From an optimization exercise on the open Yosys and OpenROAD flow, aimed at small area; shortcuts taken in it are not production practice. In this exercise RTL edits were held to simulation tests only and were not proved equivalent to the original. Power is estimated from default activity; no workload was simulated.

--- run.sh ---
#!/bin/bash
# synth_recipe.tcl (not shown) runs the flow's synth.tcl, then flattens the netlist and writes it again
# the make line also repeats each setting of config.mk as NAME=value (left out here)
make -C /OpenROAD-flow-scripts/flow DESIGN_CONFIG=/design/flow/config.mk WORK_HOME=/design/flow/orfs CLKGATE_MAP_FILE= SYNTH_SCRIPT=/design/flow/synth_recipe.tcl finish
--- config.mk ---
export PLATFORM = sky130hd
export DESIGN_NAME = remi16_core
export DESIGN_NICKNAME = remi16_core
export VERILOG_FILES = /design/flow/design.v
export SDC_FILE = /design/flow/constraint.sdc
export NUM_CORES = 4
export LEC_CHECK = 0
export CAP_MARGIN = 20
export CORE_MARGIN = 2
export CORE_UTILIZATION = 40
export PLACE_DENSITY = 0.6
export SLEW_MARGIN = 20
--- constraint.sdc ---
create_clock -name core_clock -period 6.0 [get_ports {clk}]
set_input_delay 1.2000 -clock core_clock [delete_from_list [all_inputs] [get_ports {clk}]]
set_output_delay 1.2000 -clock core_clock [all_outputs]
set_load 0.01 [all_outputs]
--- design.v ---
module remi16_core (
    input  wire        clk,
    input  wire        rst,           
    input  wire        start,         
    input  wire        mode,          
    output wire        ready,
    output reg         done,
    output wire [1:0]  outcome,       
    output wire [2:0]  fault_code,    
    input  wire [3:0]  dbg_sel,
    output wire [15:0] dbg_rdata,
    input  wire [14:0] prog_n,        
    output wire [13:0] imem_addr,     
    input  wire [31:0] imem_rdata,
    output wire        dmem_req,
    output wire        dmem_we,
    output wire [17:0] dmem_addr,     
    output wire [7:0]  dmem_wdata,
    input  wire        dmem_gnt,
    input  wire [7:0]  dmem_rdata     
);
    localparam [2:0] S_IDLE  = 3'd0,
                     S_FETCH = 3'd1,    
                     S_DEC   = 3'd2,    
                     S_WAIT  = 3'd3,    
                     S_WR    = 3'd4,    
                     S_PCINC = 3'd5,    
                     S_MEM   = 3'd6,    
                     S_MEMD  = 3'd7;    
    reg  [2:0]  state;
    reg         second;      
    reg         run_mode;
    reg  [2:0]  res;         
    reg  [3:0]  ph;          
    reg         zr;          
    reg         cy;          
    reg  [7:0]  bbuf;        
    reg  [1:0]  mbl;         
    reg  [15:0] pc;
    assign ready    = (state == S_IDLE);
    assign outcome  = (res == 3'd0) ? 2'd0 : (res == 3'd7) ? 2'd1 : 2'd2;
    assign fault_code = res;
    assign imem_addr = pc[15:2];
    wire [31:0] w    = imem_rdata;
    wire [2:0]  o    = w[2:0];
    wire [3:0]  a0   = w[11:8];
    wire [3:0]  a1   = w[19:16];
    wire [3:0]  a2   = w[27:24];
    wire        a0hi = |w[15:12];
    wire        a1hi = |w[23:20];
    wire        a2hi = |w[31:28];
    wire is_nop = (o == 3'd0);
    wire is_hlt = (o == 3'd1);
    wire is_lit = (o == 3'd2);
    wire is_mov = (o == 3'd3);
    wire is_st  = (o == 3'd4);
    wire is_ld  = (o == 3'd5);
    wire is_add = (o == 3'd6);
    wire is_mem = is_st | is_ld;
    wire bad_op  = (|w[7:3]) | (&w[2:0]);
    wire bad_reg = ((is_lit | is_ld) & a2hi) | ((is_mov | is_add) & (a0hi | a1hi)) |
                   (is_st & a0hi);
    wire [3:0] dst  = is_mov ? a1 : is_add ? 4'd1 : a2;
    wire       dst0 = (dst == 4'd0);
    wire       a1_1 = (a1 == 4'd1);
    wire fetch_bad = (pc[1:0] != 2'b00) || ({1'b0, pc[15:2]} >= prog_n);
    reg  [3:0]  sel;
    always @(*) begin
        case (state)
            S_IDLE:  sel = dbg_sel;
            S_DEC:   sel = is_mem ? 4'd5 : is_mov ? a0 : 4'd0;
            S_PCINC: sel = 4'd0;
            default: sel = (second && is_add && !a1_1) ? a1 : a0;
        endcase
    end
    reg  [15:0] rf [1:15];
    reg  [15:0] rsel;
    integer r;
    always @(*) begin
        rsel = 16'd0;
        for (r = 1; r < 16; r = r + 1)
            if (sel == r[3:0] && !zr)
                rsel = rsel | rf[r];
    end
    wire [31:0] rdbl = {rsel, rsel} << ph;
    wire [15:0] rot  = rdbl[31:16];
    wire [15:0] rotp = (sel == 4'd0) ? pc : rot;
    assign dbg_rdata = rotp;
    wire usew = (is_st | is_lit | is_ld) && (state != S_PCINC);
    wire [15:0] pv = (state == S_MEMD) ? {dmem_rdata, bbuf} :
                     usew ? (is_st ? w[31:16] : w[23:8]) : rotp;
    wire        amt4 = (state == S_DEC) || (state == S_PCINC) || (state == S_MEMD);
    wire        amt1 = (state == S_MEM) && second;
    wire [15:0] inc  = pv + {13'd0, amt4, 1'b0, amt1};
    wire pbit = pv[ph];
    wire bbit = bbuf[ph[2:0]];
    wire xb   = rf[1][0];
    wire sum  = xb ^ pbit ^ cy;
    wire wd   = is_ld ? bbit : (is_add && second) ? sum : pbit;
    wire wact = (state == S_WR);
    genvar g;
    generate
        for (g = 1; g < 16; g = g + 1) begin : gr
            wire wr = wact && (dst == g);
            wire in = wr ? wd : (rf[g][0] & ~zr);
            always @(posedge clk)
                rf[g] <= {in, rf[g][15:1]};
        end
    endgenerate
    assign dmem_req   = (state == S_MEM) && !rst;
    assign dmem_we    = ~w[0];
    assign dmem_addr  = {inc[15] ? ({1'b0, mbl} + 3'd1) : 3'd0, inc[14:0]};
    assign dmem_wdata = second ? rotp[15:8] : rotp[7:0];
    wire bus_bad  = &pv;
    wire wr_start = (ph[2:0] == 3'd7) && (ph[3] ^ (is_ld && second));
    wire wr_end   = (ph[2:0] == 3'd7) && (is_ld || ph[3]);
    reg pc_we;
    always @(*) begin
        pc_we = 1'b0;
        case (state)
            S_DEC:   pc_we = !bad_op && !bad_reg && (is_nop || ((is_lit || is_mov) && dst0));
            S_PCINC: pc_we = 1'b1;
            S_MEMD:  pc_we = second && dst0;
            default: pc_we = 1'b0;
        endcase
    end
    always @(posedge clk) begin
        if (rst)
            pc <= 16'd0;
        else if (pc_we)
            pc <= inc;
    end
    always @(posedge clk) begin
        cy <= wact && is_add && second && ((xb & pbit) | (xb & cy) | (pbit & cy));
        if (state == S_DEC)
            mbl <= rotp[1:0];
        if (state == S_MEMD)
            bbuf <= dmem_rdata;
    end
    always @(posedge clk) begin
        if (rst) begin
            ph <= 4'd0;
            zr <= 1'b1;
        end else begin
            ph <= ph + 4'd1;
            if (ph == 4'd15)
                zr <= 1'b0;
        end
    end
    always @(posedge clk) begin
        if (rst) begin
            state <= S_IDLE;
            done  <= 1'b0;
        end else begin
            done <= 1'b0;
            case (state)
                S_IDLE: begin
                    if (start) begin
                        run_mode <= mode;
                        state    <= S_FETCH;
                    end
                end
                S_FETCH: begin
                    if (fetch_bad)
                        finish(3'd4);
                    else
                        state <= S_DEC;
                end
                S_DEC: begin
                    second <= is_add && a1_1;
                    if (bad_op)
                        finish(3'd2);
                    else if (bad_reg)
                        finish(3'd3);
                    else if (is_hlt)
                        finish(3'd7);
                    else if (is_mem && bus_bad)
                        finish(3'd1);
                    else if (is_mem)
                        state <= S_MEM;
                    else if (is_nop || dst0)
                        retire();
                    else
                        state <= S_WAIT;
                end
                S_WAIT: begin
                    if (wr_start)
                        state <= S_WR;
                end
                S_WR: begin
                    if (wr_end) begin
                        if (is_add && !second)
                            second <= 1'b1;
                        else if (is_ld && !second) begin
                            second <= 1'b1;
                            state  <= S_MEM;
                        end else
                            state <= S_PCINC;
                    end
                end
                S_PCINC: retire();
                S_MEM: begin
                    if (dmem_gnt) begin
                        if (is_ld)
                            state <= S_MEMD;
                        else if (!second)
                            second <= 1'b1;
                        else
                            state <= S_PCINC;
                    end
                end
                S_MEMD: begin
                    if (!dst0)
                        state <= S_WAIT;
                    else if (!second) begin
                        second <= 1'b1;
                        state  <= S_MEM;
                    end else
                        retire();
                end
            endcase
        end
    end
    task finish(input [2:0] code);
        begin
            state <= S_IDLE;
            done  <= 1'b1;
            res   <= code;
        end
    endtask
    task retire;
        begin
            if (run_mode) begin
                state <= S_FETCH;
            end else begin
                state <= S_IDLE;
                done  <= 1'b1;
                res   <= 3'd0;
            end
        end
    endtask
endmodule
==> flow_summary.ini, run 1 <==
[timing]
fmaxAchievable_mhz = 142
hold_viol = 0
fin_crit_sh = 1.17
skew_ps = 16.2
max_slew_margin = 0.424
worst_pin_slew_ps = 860
slew_viol_final = 0
tns_ps = -17480
rsz0062_at_grt = yes
report.final.setup_viol = 39
layout_setup_ws_ps = -1040
min_period_ps = 7040

[cts]
hold_buffers = 0
insertion_delay_ps = 580
clockRootBuffer = clkbuf_16
clockBufferDepth = 3
clk_pin_slew_ps = 60
clkSinkCount = 281
cts_buffers = 29
cts-htree-levels = 1
cts_tree = yes

[logic_synthesis]
ys_warn_count = 2
syn_inst = 1532
synth-edff-count = 15
postSynthNetCount = 1617
syn_avg_cell_area_um2 = 9.17
synth-seq-cells = 281
yosys.area.top_type = dfxtp_1
yosysTopAreaCellShare = 0.379
yosysSeqAreaShare = 0.411
async_flop_share = 0
synthTopCellsByArea = dfxtp_1 (38%), mux2i_1 (5.3%), nand2_1 (4.2%)
ys_types = 118
synth_area_mm2 = 0.0140
synth_ff_type = dfxtp_1

[min_path]
worstHoldPathType = register to register

[power]
peakVddDrop_uv = 270
power.density_mw_per_mm2 = 241
p_leak_nw = 9.34

[setup_path]
cp_max_fo = 7
crit_path_start_kind = primary input
endpoint_kind = primary output
required_ps = 4800
worstSetupPathType = primary input to primary output
critPathArrivalTime_ps = 5840

[cells_and_area]
nFillCells = 2771
finalNetCount = 2225
final_core_util = 0.669
drive_gt1_frac = 0.460
n_antenna_cell = 0
areaGrowthSynthToFinish_pct = 64.4

[routing]
drc = 0
via_per_inst = 5.91
num_vias = 15500
postRouteAntennaNets = 0
avgRoutedWirePerCell_um = 25.1
first_pass_iters = 6
dr.first_iter.drc_count = 1670
wl_um = 65700

[die]
dieHeight_um = 191
initial_core_util = 0.407
die_area_mm2 = 0.0366
core_mm2 = 0.0345
placementRows = 68
io_pins = 129
fp.dieW_um = 191

[placement]
finalWeightedCongestion = 1.01
dp.final_hpwl_um = 48900
io_buffers = 128

[status]
status = finished with violations
violatedChecks = setup timing

[grt]
grt_pass1_wl_um = 96000
grt_pass1_vias = 15300
antenna_found_initial = 2
grt_max_degree = 42
grt.overflow.total = 0
gr-usage-all-layers = 0.350

[job]
drv_cap = 0
[sequential cells by signal, indices dropped and copies added, names as in the netlist]
| signal | count |
|---|---|
| done | 1 |
| pc | 16 |
| res | 3 |
| run_mode | 1 |
| ph | 4 |
| bbuf | 8 |
| mbl | 2 |
| zr | 1 |
| state | 3 |
| cy | 1 |
| rf | 240 |
| second | 1 |
[Yosys cell counts (15+ instances only)]
master,number
a211oi_1,28
a21oi_1,66
a22oi_1,15
and3_1,22
buf_2,21
buf_4,42
clkbuf_1,34
dfxtp_1,266
edfxtp_1,15
ha_1,20
inv_1,53
mux2i_1,74
nand2_1,159
nand3_1,111
nand4_1,31
nor2_1,101
nor3_1,46
nor4_1,15
o21ai_0,36
o22ai_1,37
[cell type report]
cell class	count	area, µm²	area share
clock buffer	39	835	0.0361
timing repair buffer	695	6150	0.266
multi-input combinational	1076	9410	0.408
tap	455	569	0.0246
clock inverter	14	131	0.00569
sequential	281	5780	0.250
inverter	57	219	0.00948
[path summary, 6_finish.rpt]
path	startpoint	end	slack [ps]	depth (start not counted)
hold reg to reg	rf[10][1]$_DFF_P_	rf[10][0]$_DFF_P_	350	0
hold / removal	rf[10][1]$_DFF_P_	rf[10][0]$_DFF_P_	350	0
setup reg to reg	state[1]$_SDFFE_PP0P_	rf[1][15]$_DFF_P_	-150	32
setup / recovery	imem_rdata[0]	dmem_addr[3]	-1040	27
[through the flow]
stage | setup slack [ps] | total power (W) | hold WS (ps) | instances | instance area [µm²]
floorplan | -357 | 0.00256 | 323 | 1532 | 14100
finish | -1040 | 0.00557 | 346 | 2617 | 23100
CTS | -906 | 0.00542 | 346 | 2583 | 22100
global placement | -2100 | 0.00325 | 332 | 2432 | 18600
global route | -1120 | 0.00573 | 349 | 2617 | 23100
detailed placement | -2110 | 0.00325 | 333 | 2432 | 18600
[power by group]
part           leakage (nW)  switching, W  internal, W
sequential             2.28    0.00000679      0.00189
clock                 0.468      0.000808      0.00103
combinational          6.60      0.000907     0.000931
[placed cells by master (no fill, tap or decap), types with 31 or more instances in the layout]
| cell | n |
|---|---|
| a21oi_1 | 50 |
| buf_4 | 464 |
| buf_6 | 110 |
| clkdlybuf4s50_1 | 73 |
| dfxtp_1 | 266 |
| inv_1 | 52 |
| mux2i_1 | 54 |
| nand2_1 | 144 |
| nand3_1 | 92 |
| nand4_1 | 31 |
| nor2_1 | 83 |
[timing repair]
item | in CTS | in global routing
cloned | 7 | 0
endpoints found under the setup margin | 71 | 67
resized for setup | 521 | 186
pin swaps | 130 | 108
setup buffers | 117 | 56
endpoints found under the hold margin | 0 | 0
[layer usage]
layer / vias up / GRT usage / routed length [µm]
met1: 7545 / 0.510 / 29000
met2: 840 / 0.523 / 28400
li1: 6952 / - / -
met5: - / 0 / 13
met3: 140 / 0.0749 / 6570
met4: 2 / 0.0867 / 1770
[logic make-up after synthesis]
family / share of synthesized area
and+or+nand+nor: 0.204
AOI/OAI and AO/OA: 0.220
DFF: 0.411
buffers and inverters: 0.0692
muxes: 0.0666
adders and majority gates: 0.0192
xor gates and xnor gates: 0.00935
[critical path, stage by stage]
cell and delay [ps]:
buf_6 90, nand4b_4 190, buf_6 150, nor3b_4 220
buf_6 140, a211oi_4 40, buf_6 160, buf_12 160
buf_12 140, buf_8 130, and3_4 130, o21a_1 190
a311oi_2 390, nand3_2 170, a31oi_4 250, nor3_4 90
o221ai_2 220, nand2_2 110, ha_4 230, a41o_1 260
a31oi_4 200, buf_4 140, buf_4 90, buf_4 100
xor2_1 230, buf_4 180, clkdlybuf4s15_2 230
==> run 2, diff against run 1 <==
--- a/design.v
+++ b/design.v
@@ -29,6 +29,7 @@
                      S_MEMD  = 3'd7;    
     reg  [2:0]  state;
     reg         second;      
+    reg         use_a1;      
     reg         run_mode;
     reg  [2:0]  res;         
     reg  [3:0]  ph;          
@@ -68,31 +69,32 @@
     always @(*) begin
         case (state)
             S_IDLE:  sel = dbg_sel;
-            S_DEC:   sel = is_mem ? 4'd5 : is_mov ? a0 : 4'd0;
+            S_FETCH: sel = 4'd5;
             S_PCINC: sel = 4'd0;
-            default: sel = (second && is_add && !a1_1) ? a1 : a0;
+            default: sel = use_a1 ? a1 : a0;
         endcase
     end
     reg  [15:0] rf [1:15];
     reg  [15:0] rsel;
     integer r;
     always @(*) begin
-        rsel = 16'd0;
+        rsel = (sel == 4'd0) ? pc : 16'd0;
         for (r = 1; r < 16; r = r + 1)
             if (sel == r[3:0] && !zr)
                 rsel = rsel | rf[r];
     end
-    wire [31:0] rdbl = {rsel, rsel} << ph;
-    wire [15:0] rot  = rdbl[31:16];
-    wire [15:0] rotp = (sel == 4'd0) ? pc : rot;
+    wire        swap = second && (state == S_MEM);
+    wire [3:0]  amt  = ((sel == 4'd0) ? 4'd0 : ph) ^ {swap, 3'b000};
+    wire [31:0] rdbl = {rsel, rsel} << amt;
+    wire [15:0] rotp = rdbl[31:16];
     assign dbg_rdata = rotp;
-    wire usew = (is_st | is_lit | is_ld) && (state != S_PCINC);
-    wire [15:0] pv = (state == S_MEMD) ? {dmem_rdata, bbuf} :
-                     usew ? (is_st ? w[31:16] : w[23:8]) : rotp;
-    wire        amt4 = (state == S_DEC) || (state == S_PCINC) || (state == S_MEMD);
-    wire        amt1 = (state == S_MEM) && second;
-    wire [15:0] inc  = pv + {13'd0, amt4, 1'b0, amt1};
-    wire pbit = pv[ph];
+    wire        uselit = is_lit && (state != S_PCINC);
+    wire [15:0] pv  = (state == S_MEMD) ? {dmem_rdata, bbuf} :
+                      uselit ? w[23:8] : rotp;
+    wire [15:0] inc = {pv[15:2] + 14'd1, pv[1:0]};
+    wire [15:0] mea = w[0] ? w[23:8] : w[31:16];
+    wire [15:0] acc = mea + {15'd0, second};
+    wire pbit = uselit ? w[8 + ph] : (sel == 4'd0) ? pc[ph] : rsel[0];
     wire bbit = bbuf[ph[2:0]];
     wire xb   = rf[1][0];
     wire sum  = xb ^ pbit ^ cy;
@@ -109,16 +111,16 @@
     endgenerate
     assign dmem_req   = (state == S_MEM) && !rst;
     assign dmem_we    = ~w[0];
-    assign dmem_addr  = {inc[15] ? ({1'b0, mbl} + 3'd1) : 3'd0, inc[14:0]};
-    assign dmem_wdata = second ? rotp[15:8] : rotp[7:0];
-    wire bus_bad  = &pv;
+    assign dmem_addr  = {acc[15] ? ({1'b0, mbl} + 3'd1) : 3'd0, acc[14:0]};
+    assign dmem_wdata = rotp[7:0];
+    wire bus_bad  = &mea;
     wire wr_start = (ph[2:0] == 3'd7) && (ph[3] ^ (is_ld && second));
     wire wr_end   = (ph[2:0] == 3'd7) && (is_ld || ph[3]);
     reg pc_we;
     always @(*) begin
         pc_we = 1'b0;
         case (state)
-            S_DEC:   pc_we = !bad_op && !bad_reg && (is_nop || ((is_lit || is_mov) && dst0));
+            S_DEC:   pc_we = !bad_op && !bad_reg && (is_lit || is_mov) && dst0;
             S_PCINC: pc_we = 1'b1;
             S_MEMD:  pc_we = second && dst0;
             default: pc_we = 1'b0;
@@ -132,7 +134,7 @@
     end
     always @(posedge clk) begin
         cy <= wact && is_add && second && ((xb & pbit) | (xb & cy) | (pbit & cy));
-        if (state == S_DEC)
+        if (state == S_FETCH)
             mbl <= rotp[1:0];
         if (state == S_MEMD)
             bbuf <= dmem_rdata;
@@ -149,8 +151,9 @@
     end
     always @(posedge clk) begin
         if (rst) begin
-            state <= S_IDLE;
-            done  <= 1'b0;
+            state  <= S_IDLE;
+            done   <= 1'b0;
+            use_a1 <= 1'b0;
         end else begin
             done <= 1'b0;
             case (state)
@@ -178,7 +181,9 @@
                         finish(3'd1);
                     else if (is_mem)
                         state <= S_MEM;
-                    else if (is_nop || dst0)
+                    else if (is_nop)
+                        state <= S_PCINC;
+                    else if (dst0)
                         retire();
                     else
                         state <= S_WAIT;
@@ -189,13 +194,17 @@
                 end
                 S_WR: begin
                     if (wr_end) begin
-                        if (is_add && !second)
+                        if (is_add && !second) begin
                             second <= 1'b1;
+                            use_a1 <= 1'b1;
+                        end
                         else if (is_ld && !second) begin
                             second <= 1'b1;
                             state  <= S_MEM;
-                        end else
-                            state <= S_PCINC;
+                        end else begin
+                            use_a1 <= 1'b0;
+                            state  <= S_PCINC;
+                        end
                     end
                 end
                 S_PCINC: retire();
--- a/config.mk
+++ b/config.mk
@@ -5,6 +5,7 @@
 export SDC_FILE = /design/flow/constraint.sdc
 export NUM_CORES = 4
 export LEC_CHECK = 0
+export ABC_AREA = 1
 export CAP_MARGIN = 20
 export CORE_MARGIN = 2
 export CORE_UTILIZATION = 40
==> run 2 against run 1 <==
  * The run now finishes clean
  * Critical path type unchanged
  * Synthesized area fell by 7.7%
  * Routed wire length decreased by 33%
  * Maximum frequency is 22% higher
  * Hold slack worse by 5.2 ps
  * Count of clock-buffer cells in the layout up 2
  * Largest cell class unchanged
  * Sequential share of layout area rose by 12 points
  * Register-to-register slack gained 1900 ps
  * Clock power rose by 3%
  * Critical path depth decreased by 9
  * Flip-flop and latch count rose by 1
==> flow_summary.ini, run 2 <==
[status]
status = complete, no violations

[logic_synthesis]
yosys.area.top_type = dfxtp_1
yosysSeqAreaShare = 0.447
synthTopCellsByCount = nand2_1 (487), dfxtp_1 (267), nand3_1 (265)
yosysTopAreaCellShare = 0.412
synth_ff_type = dfxtp_1
synth-edff-count = 15
synthTopCellsByArea = dfxtp_1 (41%), nand2_1 (14%), nand3_1 (10%)
postSynthNetCount = 1831
ys_types = 55
synth_area_mm2 = 0.0130
ys_warn_count = 2
syn_avg_cell_area_um2 = 7.43
async_flop_share = 0
yosysMostFrequentCell = nand2_1
syn_inst = 1746
synth-seq-cells = 282

[power]
p_total_w = 0.00465
power.density_mw_per_mm2 = 298
peakVddDrop_uv = 218
p_leak_nw = 7.14

[placement]
dp.final_hpwl_um = 33400
place_ws_ps = 280
finalWeightedCongestion = 0.940
io_buffers = 128

[die]
die_area_mm2 = 0.0339
fp.dieW_um = 184
placementRows = 65
io_pins = 129
initial_core_util = 0.409
dieHeight_um = 184
core_mm2 = 0.0317

[setup_path]
endpoint_kind = primary output
cp_max_fo = 19
r2r_slack_ps = 1780
r2r_start = state[2]$_SDFFE_PP0P_
required_ps = 4800
reg2reg_to = pc[10]$_SDFFE_PP0P_
worstSetupPathType = primary input to primary output
crit_start = imem_rdata[8]
critPathArrivalTime_ps = 4570
crit_path_start_kind = primary input
r2r_cells = 26
cp-endpoint = dbg_rdata[1]

[grt]
antenna_found_initial = 0
grt.overflow.total = 0
grt_max_degree = 41
grt_pass1_wl_um = 66800
grt_pass1_vias = 11500
gr-usage-all-layers = 0.258

[routing]
avgRoutedWirePerCell_um = 19.2
drc = 0
postRouteAntennaNets = 0
first_pass_iters = 7
dr.first_iter.drc_count = 1104
num_vias = 12000
via_per_inst = 5.26
wl_um = 43800

[timing]
skew_ps = 20.6
layout_setup_ws_ps = 234
fmaxAchievable_mhz = 173
report.final.setup_viol = 0
hold_viol = 0
fin_crit_sh = 0.961
tns_ps = 0
fin_hold_ws_ps = 341
worst_pin_slew_ps = 965
slew_viol_final = 0
min_period_ps = 5770
max_slew_margin = 0.355
rsz0062_at_grt = no

[cells_and_area]
final_common_cell = nand2_1
most-common-layout-cells = nand2_1 (487), dfxtp_1 (267), nand3_1 (265)
regMostFlops = rf
n_antenna_cell = 0
drive_gt1_frac = 0.0824
finalNetCount = 1944
reg.largest.list = rf (240), pc (16), bbuf (8)
areaGrowthSynthToFinish_pct = 20.3
nFillCells = 3141
largest_reg_flops = 240

[cts]
clkSinkCount = 282
cts_buffers = 29
hold_buffers = 0
clockRootBuffer = clkbuf_16
clk_pin_slew_ps = 60
cts_tree = yes
insertion_delay_ps = 570
cts-htree-levels = 1
clockBufferDepth = 3

[min_path]
worstHoldPathType = register to register
hold_depth = 0

[job]
drv_cap = 0
==> run 2: logic make-up after synthesis <==
family / Yosys count / synth area share
compound gates: 175 / 0.0817
flops: 282 / 0.447
fa+ha+maj: 21 / 0.0208
simple gates: 1015 / 0.351
xor+xnor: 20 / 0.0141
buf+inv: 233 / 0.0857
==> run 2: worst max-delay path: stages <==
cell	delay, ps
clkdlybuf4s50_1	510
nor2_1	70
nor2_1	200
nand2_1	130
nand2_4	170
nor2_8	90
buf_4	230
nand3_1	120
nand2_1	60
nor2_1	260
nand2_1	100
nor2_1	200
nand2_1	100
nand3_1	150
nand3_1	100
nand3_1	100
nand2_1	210
clkdlybuf4s50_1	550
==> run 2: cell type report <==
class	count	area, µm²	share of cell area
multi-input combinational	1231	6070	0.389
sequential	282	5800	0.371
timing repair buffer	171	1670	0.107
clock buffer	41	872	0.0559
inverter	144	548	0.0351
tap	402	503	0.0322
clock inverter	12	149	0.00954
==> run 2: repair_timing <==
action / CTS / global route
setup buffers: 0 / 1
endpoints found under the setup margin: 0 / 10
gates resized for setup: 0 / 3
==> run 2: metal layers <==
metal  routed length [µm]  vias to the layer above  GRT usage
met1                19400                     5580      0.353
met2                20300                      419      0.424
met5                    0                        -          0
li1                     -                     5929          -
met3                 2590                       78     0.0283
met4                 1500                        0     0.0845
==> run 2: per-stage QoR <==
| step | util | std cells | area, µm² |
|---|---|---|---|
| after floorplan | - | 1746 | 13000 |
| after global placement | 0.459 | 2229 | 14600 |
| after detailed placement | 0.459 | 2229 | 14600 |
| after CTS | 0.492 | 2282 | 15600 |
| after global routing | 0.492 | 2283 | 15600 |
| final | 0.492 | 2283 | 15600 |
==> run 2: worst min path at each step <==
stage / from / to / slack [ps]
floorplan: rf[6][1]$_DFF_P_ / rf[6][0]$_DFF_P_ / 330
global placement: rf[4][7]$_DFF_P_ / rf[4][6]$_DFF_P_ / 330
detailed placement: rf[1][9]$_DFF_P_ / rf[1][8]$_DFF_P_ / 330
CTS: rf[13][13]$_DFF_P_ / rf[13][12]$_DFF_P_ / 330
global route: rf[13][13]$_DFF_P_ / rf[13][12]$_DFF_P_ / 340
finish: rf[11][15]$_DFF_P_ / rf[11][14]$_DFF_P_ / 340
==> run 2: power breakdown <==
part | switching, W | internal, W | total [W]
clock | 0.000790 | 0.00111 | 0.00190
sequential | 0.0000201 | 0.00190 | 0.00192
combinational | 0.000535 | 0.000292 | 0.000827
total | 0.00135 | 0.00331 | 0.00465
==> run 3, diff against run 2 <==
==> flow/run.sh (new file) <==
#!/bin/bash
# Own layout flow: the standard synthesis, then the combinational logic
# is re-mapped for area with Yosys/ABC (registers untouched), then the
# standard ORFS steps from floorplan to finish.
set -euo pipefail
R=orfs/results/${FLOW_PLATFORM}/remi16_core/base
LIB=${FLOW_HOME}/platforms/${FLOW_PLATFORM}/lib/sky130_fd_sc_hd__tt_025C_1v80.lib

bash standard.sh synth > run_synth.log 2>&1

cp $R/1_2_yosys.v $R/1_2_yosys_std.v
sed "s#LIBFILE#${LIB}#g" flow/remap.ys > remap_run.ys
yosys -s remap_run.ys > run_remap.log 2>&1
# the netlist changed: rebuild the synthesis database from it
rm -f $R/1_synth.odb $R/1_synth.sdc
touch $R/1_2_yosys.v $R/1_2_yosys.sdc

bash standard.sh finish > run_finish.log 2>&1
test -f out/final.def
==> flow/remap.abc (new file) <==
strash
&get -n
&dch -f
&nf -R 1000
&put
topo
stime -c
buffer -c
upsize -c
dnsize -c
==> flow/remap.ys (new file) <==
# Re-map the combinational logic of the standard synthesis for area.
# The flip-flops (and their instance names) are kept as they are.
read_liberty -ignore_miss_func LIBFILE
read_verilog orfs/results/sky130hd/remi16_core/base/1_2_yosys_std.v
hierarchy -top remi16_core
setattr -mod -set keep_hierarchy 1 sky130_fd_sc_hd__df* sky130_fd_sc_hd__edf* sky130_fd_sc_hd__sdf* sky130_fd_sc_hd__dl*
flatten
opt_clean -purge
opt -full
opt_clean -purge
abc -script flow/remap.abc -D 6000 -liberty LIBFILE -dont_use sky130_fd_sc_hd__lpflow* -dont_use sky130_fd_sc_hd__probe*
opt_clean -purge
hilomap -singleton -hicell sky130_fd_sc_hd__conb_1 HI -locell sky130_fd_sc_hd__conb_1 LO
opt_clean -purge
splitnets
opt_clean -purge
select remi16_core
tee -o remap_stat.txt stat -liberty LIBFILE
write_verilog -noattr -noexpr -nohex -nodec -selected orfs/results/sky130hd/remi16_core/base/1_2_yosys.v
==> standard.sh (new file) <==
#!/bin/bash
# synth_recipe.tcl (not shown) runs the flow's synth.tcl, then flattens the netlist and writes it again
# the make line also repeats each setting of config.mk as NAME=value (left out here)
make -C /OpenROAD-flow-scripts/flow DESIGN_CONFIG=/design/flow/config.mk WORK_HOME=/design/flow/orfs CLKGATE_MAP_FILE= SYNTH_SCRIPT=/design/flow/synth_recipe.tcl "${@:-finish}"
removed: run.sh
==> run 3 against run 2 <==
  * Still clean
  * Die area decreased by 13%
  * Core utilization increased by 5.9 points
  * Non-clock buffer count grew 100
  * Power up 12%
  * Via count shrank 16%
  * Hold slack improved by 6.3 ps
==> flow_summary.ini, run 3 <==
[setup_path]
required_ps = 4800
endpoint_kind = primary output
cp_max_fo = 6
r2r_slack_ps = 950
critPathArrivalTime_ps = 4690
worstSetupPathType = primary input to primary output
crit_path_start_kind = primary input

[cells_and_area]
regMostFlops = rf
n_antenna_cell = 0
reg.largest.list = rf (240), pc (16), bbuf (8)
largest_reg_flops = 240
finalNetCount = 1459
final_common_cell = dfxtp_1
final_core_util = 0.551
drive_gt1_frac = 0.218
areaGrowthSynthToFinish_pct = 36.4
final_cells = 1796
most-common-layout-cells = dfxtp_1 (267), nor2_1 (129), buf_4 (126)
design_area_mm2 = 0.0153

[routing]
drc = 0
postRouteAntennaNets = 0
dr.first_iter.drc_count = 1048
avgRoutedWirePerCell_um = 21.8
num_vias = 10100
via_per_inst = 5.65
first_pass_iters = 7
wl_um = 39200

[logic_synthesis]
synth_area_mm2 = 0.0112
postSynthNetCount = 1195
syn_inst = 1131
ys_warn_count = 2
syn_avg_cell_area_um2 = 9.90

[status]
status = complete, no violations

[cts]
clockBufferDepth = 3
hold_buffers = 0
insertion_delay_ps = 570
cts-htree-levels = 1
clkSinkCount = 282
clk_pin_slew_ps = 60
cts_tree = yes
clockRootBuffer = clkbuf_16
cts_buffers = 29

[timing]
max_slew_margin = 0.396
hold_viol = 0
skew_ps = 10.6
layout_setup_ws_ps = 105
fmaxAchievable_mhz = 170
worst_pin_slew_ps = 904
report.final.setup_viol = 0
min_period_ps = 5890
slew_viol_final = 0
fin_crit_sh = 0.982

[placement]
io_buffers = 128
dp.final_hpwl_um = 29300
finalWeightedCongestion = 0.980
place_ws_ps = -362
dp_cells = 1719
postPlaceCellArea_mm2 = 0.0137

[power]
peakVddDrop_uv = 216
p_clk_frac = 0.357
p_total_w = 0.00523
power_frac_comb = 0.258
p_leak_nw = 5.93
sequentialPowerShare = 0.385
p_switching_w = 0.00161
cellInternalPower_w = 0.00362
switching_share = 0.307
power.density_mw_per_mm2 = 343

[grt]
grt_pass1_wl_um = 58300
grt.overflow.total = 0
gr-usage-all-layers = 0.261
grt_max_degree = 30
antenna_found_initial = 0
grt_pass1_vias = 9740

[die]
initial_core_util = 0.404
io_pins = 129
core_mm2 = 0.0277
fp.dieW_um = 171
dieHeight_um = 171
placementRows = 61
die_area_mm2 = 0.0293

[job]
drv_cap = 0

[min_path]
worstHoldPathType = register to register
## run 3: worst max-delay path: stages
cell and delay [ps]:
clkdlybuf4s50_1 450, mux2i_2 210, nor2_2 70, a21oi_4 220, buf_6 140, nor3_1 50
buf_4 180, buf_4 150, nand3_1 90, o221ai_2 110, a221oi_2 170, o21ai_1 110
nand4b_1 240, buf_4 190, mux2i_4 160, mux2i_2 110, buf_4 150, mux2_4 270
mux2_2 300, buf_6 130
## run 3: power by group through the flow
stage	registers, W	clock network [W]	logic, W
finish	0.00201	0.00187	0.00135
global route	0.00202	0.00197	0.00144
CTS	0.00201	0.00188	0.00124
detailed placement	0.00205	0	0.00118
global placement	0.00205	0	0.00117
floorplan	0.00205	0	0.000629
## run 3: layer usage
| metal | wire length, µm | GRT usage |
|---|---|---|
| met3 | 2990 | 0.0423 |
| met2 | 17600 | 0.415 |
| met5 | 0 | 0 |
| met4 | 835 | 0.0582 |
| met1 | 17800 | 0.373 |
## run 3: final cells by class
class,instances,area [µm²]
Clock buffer,42,866
Clock inverter,12,139
Fill cell,2396,12400
Inverter,24,90.1
Multi-Input combinational cell,787,5430
Sequential cell,282,5800
Tap cell,378,473
Timing Repair Buffer,271,2470
## run 3: worst paths after layout
| path | end | from | cells past startpoint |
|---|---|---|---|
| setup / recovery | dbg_rdata[14] | imem_rdata[19] | 20 |
| hold / removal | rf[5][11]$_DFF_P_ | rf[5][12]$_DFF_P_ | 0 |
| setup reg to reg | pc[15]$_SDFFE_PP0P_ | state[0]$_SDFFE_PP0P_ | 26 |
| hold reg to reg | rf[5][11]$_DFF_P_ | rf[5][12]$_DFF_P_ | 0 |
## run 3: timing repair
action                                  CTS  global route
buffers inserted                          8            14
pin swaps                                 8            21
endpoints found under the setup margin   24            27
gates resized for setup                  57            86
gates cloned                              1             1
## run 3: stage by stage
step                hold WS, ps  TNS, ps
floorplan                   330        0
global placement            333    -8350
detailed placement          336    -7950
CTS                         346     -641
global route                350    -17.7
finish                      347        0
==> run 4, diff against run 3 <==
--- a/flow/run.sh
+++ b/flow/run.sh
@@ -15,5 +15,5 @@
 rm -f $R/1_synth.odb $R/1_synth.sdc
 touch $R/1_2_yosys.v $R/1_2_yosys.sdc
 
-bash standard.sh finish > run_finish.log 2>&1
+bash standard.sh BUFFER_PORTS_ARGS="-buffer_cell sky130_fd_sc_hd__buf_1" finish > run_finish.log 2>&1
 test -f out/final.def
==> run 4 against run 3 <==
  * Highest routed layer unchanged
  * Design area shrank 14%
  * Hold slack worse by 19 ps
  * Power down 10%
  * Final cell count fell by 6.0%
  * Synthesized cell count unchanged
  * Via count down 4.4%
  * Largest power group unchanged
  * Core utilization is 7.7 points lower
  * Critical endpoint is now dmem_wdata[1]
==> flow_summary.ini, run 4 <==
[cells_and_area]
most-common-layout-cells = dfxtp_1 (266), nor2_1 (132), buf_1 (128)
areaGrowthSynthToFinish_pct = 17.4
drive_gt1_frac = 0.105
final_core_util = 0.474
regMostFlops = rf
largest_reg_flops = 240
final_common_cell = dfxtp_1
finalNetCount = 1354
reg.largest.list = rf (240), pc (16), bbuf (8)
nFillCells = 2646
n_antenna_cell = 0

[setup_path]
reg2reg_to = pc[15]$_SDFFE_PP0P_
r2r_cells = 24
required_ps = 4800
endpoint_kind = primary output
crit_start = dbg_sel[2]
worstSetupPathType = primary input to primary output
critPathArrivalTime_ps = 4620
r2r_start = state[0]$_SDFFE_PP0P_
cp_max_fo = 15
crit_path_start_kind = primary input
r2r_slack_ps = 910

[die]
initial_core_util = 0.404
fp.dieW_um = 171
placementRows = 61
dieHeight_um = 171
die_area_mm2 = 0.0293
core_mm2 = 0.0277
io_pins = 129

[routing]
first_pass_iters = 8
dr.first_iter.drc_count = 1048
avgRoutedWirePerCell_um = 21.6
postRouteAntennaNets = 0
wl_um = 36500
num_vias = 9694
via_per_inst = 5.74
drc = 0

[timing]
fmaxAchievable_mhz = 172
fin_crit_sh = 0.970
report.final.setup_viol = 0
layout_setup_ws_ps = 182
hold_viol = 0
worst_pin_slew_ps = 914
rsz0062_at_grt = no
skew_ps = 28.9
slew_viol_final = 0
max_slew_margin = 0.387
min_period_ps = 5820
tns_ps = 0

[job]
drv_cap = 0

[min_path]
hold_depth = 0
worstHoldPathType = register to register
hold_end = rf[4][11]$_DFF_P_
hp-start = rf[4][12]$_DFF_P_

[grt]
grt_pass1_vias = 9078
grt.overflow.total = 0
grt_pass1_wl_um = 54100
grt_max_degree = 26
antenna_found_initial = 0
gr-usage-all-layers = 0.243

[cts]
cts_tree = yes
clockRootBuffer = clkbuf_16
clockBufferDepth = 3
cts_buffers = 28
post-cts-setup-buffers = 0
cts-htree-levels = 1
clkSinkCount = 282
insertion_delay_ps = 570
clk_pin_slew_ps = 60

[power]
switching_share = 0.319
power_frac_comb = 0.212
power.density_mw_per_mm2 = 358
p_clk_frac = 0.360
peakVddDrop_uv = 233
cellInternalPower_w = 0.00321
p_switching_w = 0.00150
sequentialPowerShare = 0.428
p_leak_nw = 4.79

[placement]
io_buffers = 128
place_ws_ps = 240
finalWeightedCongestion = 0.930
dp.final_hpwl_um = 27300

[logic_synthesis]
syn_inst = 1131
ys_warn_count = 2
postSynthNetCount = 1195
syn_avg_cell_area_um2 = 9.90
synth_area_mm2 = 0.0112

[status]
status = complete, no violations
-- run 4: cell types whose count changed in the layout (fill, tap and decap cells not counted), moves of 8 or more --
cell | previous run | this run
buf_1 | 0 | 128
clkdlybuf4s50_1 | 102 | 0
buf_4 | 126 | 39
mux2i_1 | 40 | 57
mux2i_2 | 12 | 0
buf_12 | 11 | 0
o21ai_0 | 43 | 53
clkbuf_2 | 8 | 0
nand3_1 | 26 | 34
-- run 4: final cells by class --
type	instances	area, µm²	share of cell area
sequential	282	5800	0.441
multi-input combinational	787	5110	0.389
timing repair buffer	167	773	0.0589
clock buffer	37	754	0.0574
tap	378	473	0.0360
clock inverter	13	136	0.0104
inverter	24	90.1	0.00686
-- run 4: metrics by stage --
step / area [µm²] / instances / hold slack (ps) / power (W)
after CTS: 13100 / 1688 / 330 / 0.00469
final: 13100 / 1688 / 328 / 0.00471
after global placement: 12200 / 1638 / 334 / 0.00302
after floorplan: 11200 / 1131 / 330 / 0.00268
after detailed placement: 12200 / 1638 / 336 / 0.00302
after global routing: 13100 / 1688 / 335 / 0.00488
-- run 4: critical path, stage by stage --
cell and delay, ps:
buf_1 70, o21ai_0 330, o21a_1 320, nand2_2 250
nor2_4 520, a22oi_1 180, and3_1 240, nand3_1 160
mux2i_1 130, nor2_1 140, a21oi_1 80, nor2_1 120
a21oi_1 70, o21ai_0 580, buf_1 220
-- run 4: timing repair --
action,4_1_cts,5_1_grt
hold endpoints to repair,0,0
hold buffers,0,0
setup endpoints to repair,0,10
resized for setup,0,4
-- run 4: worst max-delay path by stage --
stage                     endpoint  slack [ps]  cells after the start
6_report             dmem_wdata[1]         180                     15
5_1_grt               dbg_rdata[0]          20                     15
4_1_cts              dmem_wdata[1]         220                     18
3_5_place_dp   pc[15]$_SDFFE_PP0P_         240                     23
3_3_place_gp         dmem_wdata[1]         300                     18
2_1_floorplan   pc[8]$_SDFFE_PP0P_        1000                     17
-- run 4: layer usage --
metal	wire length (µm)	GRT usage	vias up	share of wire
li1	-	-	4537	-
met1	16600	0.350	4660	0.46
met2	16200	0.370	435	0.44
met3	2780	0.0460	62	0.076
met4	858	0.0741	0	0.024
met5	0	0.00522	-	0
-- run 4: power groups by stage --
stage / Clock [W] / Combinational (W) / Sequential (W)
6_report: 0.00169 / 0.000997 / 0.00202
2_1_floorplan: 0 / 0.000629 / 0.00205
3_3_place_gp: 0 / 0.000962 / 0.00206
3_5_place_dp: 0 / 0.000966 / 0.00206
4_1_cts: 0.00171 / 0.000971 / 0.00202
5_1_grt: 0.00178 / 0.00108 / 0.00202
==> run 5, diff against run 4 <==
--- a/config.mk
+++ b/config.mk
@@ -9,5 +9,6 @@
 export CAP_MARGIN = 20
 export CORE_MARGIN = 2
 export CORE_UTILIZATION = 40
+export CTS_BUF_LIST = sky130_fd_sc_hd__clkbuf_4 sky130_fd_sc_hd__clkbuf_8
 export PLACE_DENSITY = 0.6
 export SLEW_MARGIN = 20
==> run 5 against run 4 <==
  * Maximum frequency rose by 0.53%
  * Synthesized area did not move
  * Worst setup slack better by 31 ps
  * Final cell count rose by 1.8%
  * Combinational power about the same
  * Die area is the same
  * Critical path type unchanged
==> flow_summary.ini, run 5 <==
[status]
status = complete, no violations

[cells_and_area]
drive_gt1_frac = 0.130
final_common_cell = dfxtp_1
largest_reg_flops = 240
areaGrowthSynthToFinish_pct = 18.0
n_antenna_cell = 0
reg.largest.list = rf (240), pc (16), bbuf (8)
most-common-layout-cells = dfxtp_1 (266), nor2_1 (132), buf_1 (128)
regArea_mm2 = 0.00580
multiInputGateArea_mm2 = 0.00511
nFillCells = 2657
regMostFlops = rf
finalNetCount = 1371

[setup_path]
required_ps = 4800
crit_path_start_kind = primary input
cp_slowest_stage_delay_ps = 560
cp_max_fo = 15
crit_chain = buf_1 -> o21ai_0 -> o21a_1 -> nand2_2 -> nor2_4 -> a22oi_1 -> and3_1 -> nand3_1 -> mux2i_1 -> nor2_1 -> a21oi_1 -> nor2_1 -> a21oi_1 -> o21ai_0 -> buf_1
worstSetupPathType = primary input to primary output
endpoint_kind = primary output
critPathArrivalTime_ps = 4590
crit_buf_inv = 2
path_delay_family = compound AO/OA/AOI/OAI gates
cpMaxStageDelayCell = o21ai_0

[timing]
report.final.setup_viol = 0
slew_viol_final = 0
hold_viol = 0
min_period_ps = 5790
fin_crit_sh = 0.965
skew_ps = 48.3
rsz0062_at_grt = no
tns_ps = 0
fmaxAchievable_mhz = 173
worst_pin_slew_ps = 915
max_slew_margin = 0.386

[die]
fp.dieW_um = 171
die_area_mm2 = 0.0293
io_pins = 129
core_mm2 = 0.0277
initial_core_util = 0.404
placementRows = 61
dieHeight_um = 171

[routing]
via_per_inst = 5.72
first_pass_iters = 6
drc = 0
avgRoutedWirePerCell_um = 21.5
num_vias = 9827
dr.first_iter.drc_count = 1148
wl_um = 36900
postRouteAntennaNets = 0

[cts]
hold_buffers = 0
clockRootBuffer = clkbuf_8
clockBufferDepth = 3
clk_pin_slew_ps = 60
ctsResizeCount = 0
cts_buffers = 45
post-cts-setup-buffers = 0
cts_tree = yes
clkSinkCount = 282
cts-htree-levels = 2
insertion_delay_ps = 600

[placement]
finalWeightedCongestion = 0.930
dp.final_hpwl_um = 27300
io_buffers = 128

[logic_synthesis]
syn_avg_cell_area_um2 = 9.90
ys_warn_count = 2
postSynthNetCount = 1195
synth_area_mm2 = 0.0112
syn_inst = 1131

[grt]
gr-usage-all-layers = 0.247
antenna_found_initial = 1
grt_pass1_wl_um = 54700
grt_max_degree = 26
grt_pass1_vias = 9261
grt.overflow.total = 0

[job]
drv_cap = 0

[power]
p_leak_nw = 4.87
power.density_mw_per_mm2 = 360
p_total_w = 0.00476
peakVddDrop_uv = 218

[min_path]
worstHoldPathType = register to register
## run 5: final timing paths
kind,start,end,slack (ps),cells after the start
max,dbg_sel[2],dmem_wdata[1],210,15
min,rf[4][12]$_DFF_P_,rf[4][11]$_DFF_P_,330,0
max reg2reg,state[0]$_SDFFE_PP0P_,pc[15]$_SDFFE_PP0P_,860,23
min reg2reg,rf[4][12]$_DFF_P_,rf[4][11]$_DFF_P_,330,0
## run 5: final cells by class
type / count / share of cell area
Tap cell: 378 / 0.0358
Inverter: 24 / 0.00682
Sequential cell: 282 / 0.439
Clock inverter: 11 / 0.00862
Clock buffer: 69 / 0.0643
Multi-Input combinational cell: 787 / 0.387
Timing Repair Buffer: 167 / 0.0585
## run 5: power by group
| group | leakage, nW | internal (W) | switching, W |
|---|---|---|---|
| Combinational | 2.07 | 0.000326 | 0.000671 |
| Sequential | 2.29 | 0.00194 | 0.0000761 |
| Clock | 0.509 | 0.000959 | 0.000784 |
## run 5: stage by stage
stage / utilization / instance area, µm² / setup WS, ps / hold slack [ps] / instances
2_1_floorplan: - / 11200 / 997 / 330 / 1131
3_3_place_gp: 0.442 / 12200 / 298 / 334 / 1638
3_5_place_dp: 0.442 / 12200 / 240 / 336 / 1638
4_1_cts: 0.476 / 13200 / 216 / 326 / 1718
5_1_grt: 0.477 / 13200 / 15.9 / 322 / 1718
6_report: 0.477 / 13200 / 212 / 327 / 1718
## run 5: worst register-to-register path: stages (launching register included)
cell and delay, ps:
dfxtp_1 440, nor3_4 420, nand2_1 220, o21a_1 210, nand2_1 280, nor2_2 90, buf_4 220, a22o_1 240
a221oi_1 290, nand4b_1 300, mux2i_1 300, mux2_2 230, a21oi_2 60, mux2_1 360, nor2_1 130, a2bb2oi_2 210
nand2b_4 180, nand2b_4 120, and4bb_4 200, nand2_2 80, nor4_1 60, nor2_1 110, nor2_1 50, a221oi_1 270
## run 5: routing by layer
layer | vias to the layer above | share of wire | GRT usage | routed length (µm)
met4 | 2 | 0.021 | 0.0803 | 793
met2 | 489 | 0.44 | 0.375 | 16300
li1 | 4580 | - | - | -
met5 | - | 0.00027 | 0 | 10
met1 | 4694 | 0.45 | 0.349 | 16600
met3 | 62 | 0.086 | 0.0529 | 3160
==> run 6, diff against run 5 <==
--- a/design.v
+++ b/design.v
@@ -29,7 +29,6 @@
                      S_MEMD  = 3'd7;    
     reg  [2:0]  state;
     reg         second;      
-    reg         use_a1;      
     reg         run_mode;
     reg  [2:0]  res;         
     reg  [3:0]  ph;          
@@ -63,7 +62,6 @@
                    (is_st & a0hi);
     wire [3:0] dst  = is_mov ? a1 : is_add ? 4'd1 : a2;
     wire       dst0 = (dst == 4'd0);
-    wire       a1_1 = (a1 == 4'd1);
     wire fetch_bad = (pc[1:0] != 2'b00) || ({1'b0, pc[15:2]} >= prog_n);
     reg  [3:0]  sel;
     always @(*) begin
@@ -71,7 +69,7 @@
             S_IDLE:  sel = dbg_sel;
             S_FETCH: sel = 4'd5;
             S_PCINC: sel = 4'd0;
-            default: sel = use_a1 ? a1 : a0;
+            default: sel = a0;
         endcase
     end
     reg  [15:0] rf [1:15];
@@ -94,11 +92,19 @@
     wire [15:0] inc = {pv[15:2] + 14'd1, pv[1:0]};
     wire [15:0] mea = w[0] ? w[23:8] : w[31:16];
     wire [15:0] acc = mea + {15'd0, second};
-    wire pbit = uselit ? w[8 + ph] : (sel == 4'd0) ? pc[ph] : rsel[0];
+    wire pcbit = pc[ph];
+    wire pbit = uselit ? w[8 + ph] : (sel == 4'd0) ? pcbit : rsel[0];
+    reg  qbit;
+    integer q;
+    always @(*) begin
+        qbit = (a1 == 4'd0) & pcbit;
+        for (q = 1; q < 16; q = q + 1)
+            if (a1 == q[3:0])
+                qbit = qbit | rf[q][0];
+    end
     wire bbit = bbuf[ph[2:0]];
-    wire xb   = rf[1][0];
-    wire sum  = xb ^ pbit ^ cy;
-    wire wd   = is_ld ? bbit : (is_add && second) ? sum : pbit;
+    wire sum  = qbit ^ pbit ^ cy;
+    wire wd   = is_ld ? bbit : is_add ? sum : pbit;
     wire wact = (state == S_WR);
     genvar g;
     generate
@@ -133,7 +139,7 @@
             pc <= inc;
     end
     always @(posedge clk) begin
-        cy <= wact && is_add && second && ((xb & pbit) | (xb & cy) | (pbit & cy));
+        cy <= wact && is_add && ((qbit & pbit) | (qbit & cy) | (pbit & cy));
         if (state == S_FETCH)
             mbl <= rotp[1:0];
         if (state == S_MEMD)
@@ -153,7 +159,6 @@
         if (rst) begin
             state  <= S_IDLE;
             done   <= 1'b0;
-            use_a1 <= 1'b0;
         end else begin
             done <= 1'b0;
             case (state)
@@ -170,7 +175,7 @@
                         state <= S_DEC;
                 end
                 S_DEC: begin
-                    second <= is_add && a1_1;
+                    second <= 1'b0;
                     if (bad_op)
                         finish(3'd2);
                     else if (bad_reg)
@@ -194,17 +199,11 @@
                 end
                 S_WR: begin
                     if (wr_end) begin
-                        if (is_add && !second) begin
-                            second <= 1'b1;
-                            use_a1 <= 1'b1;
-                        end
-                        else if (is_ld && !second) begin
+                        if (is_ld && !second) begin
                             second <= 1'b1;
                             state  <= S_MEM;
-                        end else begin
-                            use_a1 <= 1'b0;
-                            state  <= S_PCINC;
-                        end
+                        end else
+                            state <= S_PCINC;
                     end
                 end
                 S_PCINC: retire();
--- a/config.mk
+++ b/config.mk
@@ -8,7 +8,10 @@
 export ABC_AREA = 1
 export CAP_MARGIN = 20
 export CORE_MARGIN = 2
-export CORE_UTILIZATION = 40
-export CTS_BUF_LIST = sky130_fd_sc_hd__clkbuf_4 sky130_fd_sc_hd__clkbuf_8
-export PLACE_DENSITY = 0.6
+export CORE_UTILIZATION = 50
+export CTS_CLUSTER_DIAMETER = 100
+export CTS_CLUSTER_SIZE = 25
+export GPL_TIMING_DRIVEN = 0
+export PLACE_DENSITY = 0.7
+export SETUP_SLACK_MARGIN = 0.1
 export SLEW_MARGIN = 20
==> run 6 against run 5 <==
  * Clock power is 38% lower
  * Final cell count shrank 12%
  * Clock skew down 34 ps
  * Global-route usage up 5.8 points
  * Worst setup slack improved by 4.2 ps
  * Routed wire length fell by 0.57%
  * Flip-flop and latch count is 1 lower
  * Count of clock-buffer cells in the layout fell by 52
  * Still clean
  * Largest power group unchanged
==> flow_summary.ini, run 6 <==
[status]
status = complete, no violations

[setup_path]
crit_buf_inv = 3
worstSetupPathType = primary input to primary output
path_delay_family = simple AND/OR/NAND/NOR gates
endpoint_kind = primary output
cp_slowest_stage_delay_ps = 540
cp_max_fo = 10
crit_chain = buf_1 -> a22oi_4 -> or3_4 -> nor2_4 -> clkbuf_4 -> a22oi_1 -> and3_1 -> nand4_1 -> mux2i_1 -> mux2i_1 -> mux2i_1 -> mux2i_1 -> buf_1
crit_top_cell = mux2i_1
critPathArrivalTime_ps = 4580
crit_path_start_kind = primary input
cpMaxStageDelayCell = mux2i_1
required_ps = 4800

[logic_synthesis]
syn_avg_cell_area_um2 = 10.3
syn_inst = 1075
ys_warn_count = 2
postSynthNetCount = 1139
synth_area_mm2 = 0.0110

[routing]
first_pass_iters = 5
via_per_inst = 6.30
avgRoutedWirePerCell_um = 24.3
num_vias = 9519
postRouteAntennaNets = 0
wl_um = 36700
dr.first_iter.drc_count = 929
drc = 0

[power]
peakVddDrop_uv = 214
power.density_mw_per_mm2 = 303
p_leak_nw = 4.47

[placement]
dp.final_hpwl_um = 27100
dp_cells = 1483
io_buffers = 128
finalWeightedCongestion = 0.979
postPlaceCellArea_mm2 = 0.0119

[timing]
hold_viol = 0
max_slew_margin = 0.280
worst_pin_slew_ps = 1070
fin_crit_sh = 0.964
slew_viol_final = 0
min_period_ps = 5780
rsz0062_at_grt = no
report.final.setup_viol = 0
skew_ps = 14.5
fmaxAchievable_mhz = 173

[cts]
insertion_delay_ps = 500
cts-htree-levels = 1
clockBufferDepth = 3
cts_tree = yes
clkSinkCount = 281
cts_buffers = 15
hold_buffers = 0
clockRootBuffer = clkbuf_16
clk_pin_slew_ps = 100

[cells_and_area]
final_common_cell = dfxtp_1
areaGrowthSynthToFinish_pct = 12.7
design_area_mm2 = 0.0124
final_core_util = 0.571
regMostFlops = rf
most-common-layout-cells = dfxtp_1 (263), buf_1 (127), a22oi_1 (99)
reg.largest.list = rf (240), pc (16), bbuf (8)
drive_gt1_frac = 0.0861
finalNetCount = 1292
final_cells = 1511
n_antenna_cell = 0
largest_reg_flops = 240

[grt]
antenna_found_initial = 0
grt_pass1_wl_um = 54800
gr-usage-all-layers = 0.305
grt_max_degree = 29
grt_pass1_vias = 9103
grt.overflow.total = 0

[die]
core_mm2 = 0.0218
die_area_mm2 = 0.0233
initial_core_util = 0.507
fp.dieW_um = 153
dieHeight_um = 153
io_pins = 129
placementRows = 54

[min_path]
worstHoldPathType = register to register

[job]
drv_cap = 0
run 6: cell count changes in the layout (fill, tap and decap cells not counted), sizes merged, moves of 10 or more:
cell and delta:
a21oi -16, nand2 -16, o31ai -10, nand2b +12, buf -10, a22oi +41
clkbuf -40, mux2i +10, nor2 -41, a221oi -14, and4 +10
run 6: power breakdown:
group / switching, W / leakage, nW / internal (W) / total [W]
clock network: 0.000597 / 0.209 / 0.000478 / 0.00108
logic: 0.000421 / 1.98 / 0.000224 / 0.000645
registers: 0.000103 / 2.28 / 0.00194 / 0.00204
run 6: layer usage:
layer / track usage / wire (µm) / vias up
li1: - / - / 4321
met4: 0.127 / 1550 / 0
met1: 0.404 / 14900 / 4568
met3: 0.0486 / 3220 / 103
met2: 0.500 / 17000 / 527
met5: 0 / 0 / -
run 6: final timing paths:
check                         from                   to  slack, ps  depth (start not counted)
min             rf[14][14]$_DFF_P_   rf[14][13]$_DFF_P_        350                          0
min reg2reg     rf[14][14]$_DFF_P_   rf[14][13]$_DFF_P_        350                          0
max                 imem_rdata[11]         dbg_rdata[1]        220                         13
max reg2reg  state[0]$_SDFFE_PP0P_  pc[12]$_SDFFE_PP0P_        500                         21
run 6: cell type report:
cell class                      instances  area (µm²)
Fill cell                            1940        9330
Multi-Input combinational cell        746        5100
Sequential cell                       281        5780
Clock buffer                           17         393
Tap cell                              280         350
Clock inverter                          3        31.3
Inverter                               15        56.3
Timing Repair Buffer                  136         543
Buffer                                 33         175
run 6: timing repair:
item,in CTS,in global routing
setup buffers,0,8
gates resized for setup,7,14
pin swaps,0,4
endpoints found under the setup margin,8,24
run 6: metrics by stage:
| step | hold slack [ps] | power [W] | setup WS, ps | setup TNS, ps |
|---|---|---|---|---|
| finish | 348 | 0.00376 | 217 | 0 |
| global route | 358 | 0.00388 | 102 | 0 |
| floorplan | 330 | 0.00247 | 767 | 0 |
| detailed placement | 337 | 0.00269 | -407 | -2410 |
| CTS | 350 | 0.00372 | 101 | 0 |
| global placement | 334 | 0.00268 | -430 | -2600 |
==> run 7, diff against run 6 <==
--- a/design.v
+++ b/design.v
@@ -86,10 +86,10 @@
     wire [31:0] rdbl = {rsel, rsel} << amt;
     wire [15:0] rotp = rdbl[31:16];
     assign dbg_rdata = rotp;
-    wire        uselit = is_lit && (state != S_PCINC);
+    wire        uselit = is_lit;
     wire [15:0] pv  = (state == S_MEMD) ? {dmem_rdata, bbuf} :
                       uselit ? w[23:8] : rotp;
-    wire [15:0] inc = {pv[15:2] + 14'd1, pv[1:0]};
+    wire [13:0] inc = pc[15:2] + 14'd1;
     wire [15:0] mea = w[0] ? w[23:8] : w[31:16];
     wire [15:0] acc = mea + {15'd0, second};
     wire pcbit = pc[ph];
@@ -122,21 +122,21 @@
     wire bus_bad  = &mea;
     wire wr_start = (ph[2:0] == 3'd7) && (ph[3] ^ (is_ld && second));
     wire wr_end   = (ph[2:0] == 3'd7) && (is_ld || ph[3]);
-    reg pc_we;
-    always @(*) begin
-        pc_we = 1'b0;
+    reg pc_ld;
+    always @(*) begin
         case (state)
-            S_DEC:   pc_we = !bad_op && !bad_reg && (is_lit || is_mov) && dst0;
-            S_PCINC: pc_we = 1'b1;
-            S_MEMD:  pc_we = second && dst0;
-            default: pc_we = 1'b0;
+            S_DEC:   pc_ld = !bad_op && !bad_reg && (is_lit || is_mov) && dst0;
+            S_MEMD:  pc_ld = second && dst0;
+            default: pc_ld = 1'b0;
         endcase
     end
     always @(posedge clk) begin
         if (rst)
             pc <= 16'd0;
-        else if (pc_we)
-            pc <= inc;
+        else if (state == S_PCINC)
+            pc <= {inc, pc[1:0]};
+        else if (pc_ld)
+            pc <= pv;
     end
     always @(posedge clk) begin
         cy <= wact && is_add && ((qbit & pbit) | (qbit & cy) | (pbit & cy));
@@ -186,10 +186,8 @@
                         finish(3'd1);
                     else if (is_mem)
                         state <= S_MEM;
-                    else if (is_nop)
+                    else if (is_nop || dst0)
                         state <= S_PCINC;
-                    else if (dst0)
-                        retire();
                     else
                         state <= S_WAIT;
                 end
@@ -224,7 +222,7 @@
                         second <= 1'b1;
                         state  <= S_MEM;
                     end else
-                        retire();
+                        state <= S_PCINC;
                 end
             endcase
         end
==> flow/remap.abc (replaced) <==
strash
&get -n
&dch -f
&nf -R 1000
&put
--- a/flow/remap.ys
+++ b/flow/remap.ys
@@ -8,7 +8,7 @@
 opt_clean -purge
 opt -full
 opt_clean -purge
-abc -script flow/remap.abc -D 6000 -liberty LIBFILE -dont_use sky130_fd_sc_hd__lpflow* -dont_use sky130_fd_sc_hd__probe*
+abc -script flow/remap.abc -liberty LIBFILE -dont_use sky130_fd_sc_hd__lpflow* -dont_use sky130_fd_sc_hd__probe*
 opt_clean -purge
 hilomap -singleton -hicell sky130_fd_sc_hd__conb_1 HI -locell sky130_fd_sc_hd__conb_1 LO
 opt_clean -purge
==> run 7 against run 6 <==
  * Still clean on timing, DRC and antenna
  * Critical path depth is 2 higher
  * Combinational power up 3.3%
  * Sequential share of layout area is 1.2 points higher
  * Die area down 4.1%
  * Critical path type unchanged
==> flow_summary.ini, run 7 <==
[status]
status = complete, no violations

[die]
initial_core_util = 0.506
fp.dieW_um = 149
io_pins = 129
dieHeight_um = 149
die_area_mm2 = 0.0223
core_mm2 = 0.0209
placementRows = 53

[cells_and_area]
largest_reg_flops = 240
most-common-layout-cells = dfxtp_1 (263), buf_1 (124), nand2_1 (98)
design_area_mm2 = 0.0121
areaGrowthSynthToFinish_pct = 14.7
n_antenna_cell = 0
final_common_cell = dfxtp_1
regMostFlops = rf
reg.largest.list = rf (240), pc (16), bbuf (8)
finalNetCount = 1249
drive_gt1_frac = 0.0539
final_core_util = 0.580

[grt]
grt_pass1_wl_um = 48500
antenna_found_initial = 1
gr-usage-all-layers = 0.285
grt.overflow.total = 0
grt_pass1_vias = 8456
grt_max_degree = 29

[min_path]
worstHoldPathType = register to register

[placement]
dp.final_hpwl_um = 24400
io_buffers = 128
finalWeightedCongestion = 0.960
postPlaceCellArea_mm2 = 0.0116
place_ws_ps = -61.7

[setup_path]
cp_max_fo = 7
crit_buf_inv = 4
critPathArrivalTime_ps = 4480
cp_slowest_stage_delay_ps = 360
crit_top_cell = mux2i_1
path_delay_family = simple AND/OR/NAND/NOR gates
required_ps = 4800
worstSetupPathType = primary input to primary output
crit_path_start_kind = primary input
crit_chain = buf_1 -> a22oi_1 -> nand2_1 -> nor3_2 -> buf_4 -> buf_6 -> a22o_1 -> a221oi_1 -> nand4_1 -> nand4b_1 -> mux2i_1 -> mux2i_1 -> mux2i_1 -> mux2i_1 -> buf_1
cpMaxStageDelayCell = nand2_1
endpoint_kind = primary output

[routing]
wl_um = 32600
wl_met3_um = 3320
num_vias = 9131
avgRoutedWirePerCell_um = 22.3
highest-signal-layer = met5
postRouteAntennaNets = 0
wl_met2_um = 14500
via_per_inst = 6.25
met1_length_um = 13700
first_pass_iters = 9
drc = 0
dr.first_iter.drc_count = 857

[logic_synthesis]
ys_warn_count = 2
syn_avg_cell_area_um2 = 10.3
syn_inst = 1025
synth_area_mm2 = 0.0106
postSynthNetCount = 1089

[timing]
slew_viol_final = 0
skew_ps = 19.6
min_period_ps = 5680
worst_pin_slew_ps = 883
report.final.setup_viol = 0
rsz0062_at_grt = no
fmaxAchievable_mhz = 176
hold_viol = 0
fin_hold_ws_ps = 349
max_slew_margin = 0.411
tns_ps = 0
layout_setup_ws_ps = 324
fin_crit_sh = 0.946

[cts]
clockBufferDepth = 3
clockRootBuffer = clkbuf_16
clk_pin_slew_ps = 90
cts_buffers = 15
insertion_delay_ps = 500
cts-htree-levels = 1
clkSinkCount = 281
cts_tree = yes

[job]
drv_cap = 0

[power]
power.density_mw_per_mm2 = 306
peakVddDrop_uv = 256
p_leak_nw = 4.32
[run 7: cell types whose count changed in the layout (fill, tap and decap cells not counted), moves of 12 or more]
| cell | previous run | this run |
|---|---|---|
| a211oi_1 | 15 | 2 |
| a21oi_1 | 27 | 50 |
| nand2_1 | 75 | 98 |
| inv_1 | 15 | 0 |
| clkbuf_1 | 12 | 0 |
| clkinv_1 | 0 | 15 |
| nor2_1 | 92 | 74 |
| buf_2 | 16 | 1 |
| a22oi_1 | 99 | 58 |
| mux2i_1 | 64 | 81 |
| a32oi_1 | 1 | 14 |
| a2bb2oi_1 | 13 | 0 |
[run 7: final timing paths]
| check | cells after the start | slack [ps] | startpoint | to |
|---|---|---|---|---|
| max | 15 | 320 | imem_rdata[9] | dbg_rdata[1] |
| min | 0 | 350 | rf[15][13]$_DFF_P_ | rf[15][12]$_DFF_P_ |
| max reg2reg | 18 | 1340 | state[1]$_SDFFE_PP0P_ | rf[14][15]$_DFF_P_ |
| min reg2reg | 0 | 350 | rf[15][13]$_DFF_P_ | rf[15][12]$_DFF_P_ |
[run 7: report_power, final]
group	switching [W]	leakage (nW)	internal (W)
Sequential	0.0000597	2.28	0.00193
Combinational	0.000473	1.83	0.000193
Clock	0.000586	0.205	0.000467
Total	0.00112	4.32	0.00259
[run 7: worst reg2reg max path, stage by stage, from the launching register on]
cell	delay, ps
dfxtp_2	510
nor2b_1	130
nor2_1	320
nand2_1	110
and2_0	220
nand2_1	340
nor2_4	140
buf_6	180
a22o_1	230
a221oi_1	200
and3_1	190
nand3_1	190
o21ai_0	220
o22a_1	240
xnor2_1	130
o21ai_0	100
a21oi_1	230
a21oi_2	170
o41ai_1	630
[run 7: repair_timing]
action                                  4_1_cts  5_1_grt
gates resized for setup                       8       19
endpoints found under the setup margin       24       27
buffers inserted                              0        3
hold buffers                                  0        0
pin swaps                                     0        3
[run 7: metal layers]
| layer | up-vias | track usage |
|---|---|---|
| met5 | - | 0 |
| met4 | 2 | 0.0881 |
| met3 | 78 | 0.0716 |
| met2 | 456 | 0.444 |
| met1 | 4341 | 0.392 |
| li1 | 4254 | - |
[run 7: stage by stage]
step,power (W),cells
2_1_floorplan,0.00241,1025
3_3_place_gp,0.00259,1428
3_5_place_dp,0.00262,1440
4_1_cts,0.00365,1459
5_1_grt,0.00383,1462
6_report,0.00371,1462
[run 7: area by class of cell]
class	count	area [µm²]
inverters	15	56.3
well taps	275	344
flip-flops and latches	281	5780
clock buffers	16	380
repair buffers	143	631
fillers	1832	8770
multi-input cells	729	4900
clock inverters	3	30.0

-- re-timing with driven ports --
Ports are ideal in the flow. The routed layouts listed here were re-timed in OpenROAD. Step 1 assumes that a clkbuf_16 drives the clock port and a buf_2 every other input. Step 2, shift: input delay + t, output delay - t, t = (earliest + latest rising clock arrival at the registers) / 2. This alone moves slack from input paths to output paths. Three values: ideal ports, drivers, drivers and shift; two values: the first two.
run | t (ns) | slack for setup (ns) | latest minus earliest clock arrival (ns) | slew at the worst register clock pin (ns) | cell pins on the clock port's net
run 1 | 0.635 | -1.039 / -1.079 / -1.079 | 0.016 / 0.016 | 0.07 / 0.07 | 1
run 2 | 0.619 | 0.234 / 0.210 / 0.210 | 0.020 / 0.020 | 0.07 / 0.07 | 1
run 3 | 0.611 | 0.105 / 0.066 / -0.034 | 0.013 / 0.012 | 0.06 / 0.06 | 1
run 4 | 0.603 | 0.182 / 0.161 / 0.161 | 0.029 / 0.029 | 0.07 / 0.07 | 1
run 5 | 0.621 | 0.212 / 0.192 / 0.172 | 0.050 / 0.050 | 0.07 / 0.07 | 1
run 6 | 0.539 | 0.217 / 0.188 / -0.195 | 0.017 / 0.016 | 0.10 / 0.10 | 1
run 7 | 0.544 | 0.324 / 0.301 / 0.301 | 0.019 / 0.020 | 0.11 / 0.11 | 1
Met with ideal ports but missed after step 2: setup timing in run 3 and run 6. For run 6, which loses most, drivers alone change the setup slack by -0.029 ns; drivers and shift together by -0.412 ns.
